Context: an optimization exercise on an open-source flow, tuned for small area, a short achievable clock period and few clock cycles per item. The choices shown serve that exercise and are no tape-out recipe.
In this exercise RTL edits were held to simulation tests only and were not proved equivalent to the original.

Design lac_gscale, start of the top module:
module lac_gscale (
    input  wire        clk,
    input  wire        rst_n,
    input  wire        in_valid,
    output wire        in_ready,
    input  wire [31:0] in_r0,
    output reg         out_valid,
    input  wire        out_ready,
    output reg  [31:0] out_s
);
    parameter [24:0] SQ_REG = 25'b0010101010100100010001000;
    parameter [13:0] DV_REG = 14'b10101010101010;
    parameter [13:0] DV_MID = 14'b00000000000000;
    localparam [6:0] ES_NAN = 7'd0, ES_INF = 7'd1, ES_ZERO = 7'd2;
    localparam integer CONV = 6;    
    reg  skid_valid;
    reg  [31:0] skid_s;
    wire adv = !skid_valid;
    assign in_ready = adv;
    reg        v0;
    reg [31:0] r0;
    always @(posedge clk) begin
        if (!rst_n) v0 <= 1'b0;
        else if (adv) v0 <= in_valid;
        if (adv) r0 <= in_r0;
    end
    wire [23:0] a_pre;
    wire        a_rup;
    wire [7:0]  a_e;
    wire [1:0]  a_sp;
    fp32_add u_add (.a(r0), .pre(a_pre), .rup(a_rup), .e0(a_e), .sp(a_sp));
    reg        v1;
    reg [23:0] pre1;
    reg        rup1;
    reg [7:0]  e01;
    reg [1:0]  sp1;
    always @(posedge clk) begin
        if (!rst_n) v1 <= 1'b0;
        else if (adv) v1 <= v0;
        if (adv) begin
            pre1 <= a_pre; rup1 <= a_rup; e01 <= a_e; sp1 <= a_sp;
        end
    end
    wire [24:0] rnd1 = {1'b0, pre1} + {24'd0, rup1};
    wire [22:0] f1 = rnd1[22:0];
    wire [7:0]  e1 = e01 + {7'd0, rnd1[24]};
    wire [8:0] t1 = {1'b0, e1} + 9'd1;
    wire [6:0] es_w = (sp1 == 2'd1) ? ES_NAN : (sp1 == 2'd2) ? ES_INF :
                      (sp1 == 2'd3) ? ES_ZERO : t1[7:1];
    wire odd1 = ~e1[0];    
    wire [1:0]  top2 = odd1 ? {1'b1, f1[22]} : 2'b01;
    wire [23:0] rest = odd1 ? {f1[21:0], 2'b00} : {f1[22:0], 1'b0};   
    wire [25:0] sq_R   [0:24];
    wire [26:0] sq_rem [0:24];
    wire [23:0] sq_rad [0:24];
    wire        sq_v   [0:24];
    wire [6:0]  sq_es  [0:24];
  ...
Size: roughly 8800 cells after synthesis, about 1100 flip-flops, about 70 I/O pins, about 0.078 mm2 of cells after synthesis.
==> flow/config.mk <==
export PLATFORM = sky130hd
export DESIGN_NAME = lac_gscale
export DESIGN_NICKNAME = lac_gscale
export VERILOG_FILES = /design/flow/design.v
export SDC_FILE = /design/flow/constraint.sdc
export NUM_CORES = 4
export LEC_CHECK = 0
export ABC_AREA = 1
export CAP_MARGIN = 20
export CORE_MARGIN = 2
export CORE_UTILIZATION = 40
export SLEW_MARGIN = 20
==> flow/constraint.sdc <==
create_clock -name core_clock -period 30.0 [get_ports {clk}]
set_input_delay 6.0000 -clock core_clock [delete_from_list [all_inputs] [get_ports {clk}]]
set_output_delay 6.0000 -clock core_clock [all_outputs]
set_load 0.01 [all_outputs]
standard.sh (not shown) runs the stock make flow with config.mk's settings and CLKGATE_MAP_FILE= SYNTH_SCRIPT=/design/flow/synth_recipe.tcl, a recipe that flattens the netlist after the stock synthesis.
==> flow/flow/run.sh <==
#!/bin/bash
# Own flow: the standard layout (standard.sh: the standard synthesis,
# floorplan, placement, CTS, routing and finishing, all unchanged), with
#  - ORFS's timing repair (floorplan, CTS and global-route repair_timing)
#    asked to keep SETUP_SLACK_MARGIN ns of setup slack at the design's
#    clock period;
#  - the port buffers that placement inserts on every input and output made
#    buf_4 cells rather than the default delay-buffer cells.
# The constraints (constraint.sdc) are the design's; only how the resizer
# and the port buffering work changes.  make's output goes to layout.log;
# ORFS writes each step's own log under orfs/logs.
set -euo pipefail
export SETUP_SLACK_MARGIN=22.4
export BUFFER_PORTS_ARGS="-buffer_cell sky130_fd_sc_hd__buf_4"
bash standard.sh finish > layout.log 2>&1
Testbench counts at the start, summed over its fixed seeds: cycles 2,544, items 2,400.
==> next run, changes <==
--- a/flow/design.v
+++ b/flow/design.v
@@ -65,19 +65,20 @@
     output reg  [31:0] out_s
 );
     parameter [24:0] SQ_REG = 25'b0010101010100100010001000;
     parameter [13:0] DV_REG = 14'b10101010101010;
     parameter [13:0] DV_MID = 14'b00000000000000;
     localparam [6:0] ES_NAN = 7'd0, ES_INF = 7'd1, ES_ZERO = 7'd2;
     localparam integer CONV = 6;    
     reg  skid_valid;
+    reg  skid_free;           
     reg  [31:0] skid_s;
     wire adv = !skid_valid;
-    assign in_ready = adv;
+    assign in_ready = skid_free;
     reg        v0;
     reg [31:0] r0;
     always @(posedge clk) begin
         if (!rst_n) v0 <= 1'b0;
         else if (adv) v0 <= in_valid;
         if (adv) r0 <= in_r0;
     end
     wire [23:0] a_pre;
@@ -314,34 +315,37 @@
         case (es_t)
         ES_NAN:  s_new = 32'h7FC00000;
         ES_INF:  s_new = 32'h7F800000;
         ES_ZERO: s_new = 32'h00000000;
         default: s_new = {1'b0, es_f, frac};
         endcase
     end
     wire new_v = adv && dv_v[13];
+    wire skid_n = skid_valid ? !(out_valid && out_ready)
+                             : (new_v && out_valid && !out_ready);
     always @(posedge clk) begin
         if (!rst_n) begin
             out_valid <= 1'b0;
             skid_valid <= 1'b0;
+            skid_free <= 1'b1;
         end else begin
+            skid_valid <= skid_n;
+            skid_free <= !skid_n;
             if (out_valid && out_ready) begin
                 if (skid_valid) begin
                     out_s <= skid_s;
-                    skid_valid <= 1'b0;
                 end else if (new_v) begin
                     out_s <= s_new;
                 end else begin
                     out_valid <= 1'b0;
                 end
             end else if (!out_valid) begin
                 if (new_v) begin
                     out_s <= s_new;
                     out_valid <= 1'b1;
                 end
             end else if (new_v) begin
                 skid_s <= s_new;
-                skid_valid <= 1'b1;
             end
         end
     end
 endmodule
The changed run finished with timing, DRC and antenna clean. Design area is lower by 1.2%. Non-clock buffer count is higher by 15. Synthesized cell count is lower by 1.9%. Setup slack gains 0.030 ns. Area after synthesis is lower by 1.2%. Critical path depth is lower by 1. Hold slack loses 0.010 ns. Clock-buffer cell count is lower by 21. Utilization is about the same. Register-to-register slack barely changes.
Testbench counts after the change, summed over its fixed seeds: cycles 2,544, items 2,400.

separate check: timing with driven ports:
No port has a modelled driver above. Below, the same layouts with a new extraction and two added sets of constraints. Step 1, drivers: a clkbuf_16 drives clk and a buf_2 each remaining input, both assumed. Step 2 adds t to the input delays and takes it off the output delays; t is the mean of the earliest and latest rising clock arrival at the registers after step 1. Input paths then give back, and output paths get back, about the clock's delay inside the block. Slacks: ideal ports / drivers / drivers and shift; pairs: ideal ports / drivers.
run	shift t [ns]	setup WS [ns]	worst setup path after step 2	worst register clock-pin slew, ns	worst data-port slew with drivers (ns)
the first run	0.842	22.514 / 22.433 / 22.362	input to register	0.06 / 0.06	0.04
the second run	0.840	22.544 / 22.460 / 22.290	input to register	0.07 / 0.07	0.04
After both steps setup and hold are still met in every run listed. The setup slack of the second run, which loses most, moves by -0.084 ns with the drivers and by -0.254 ns with both steps.
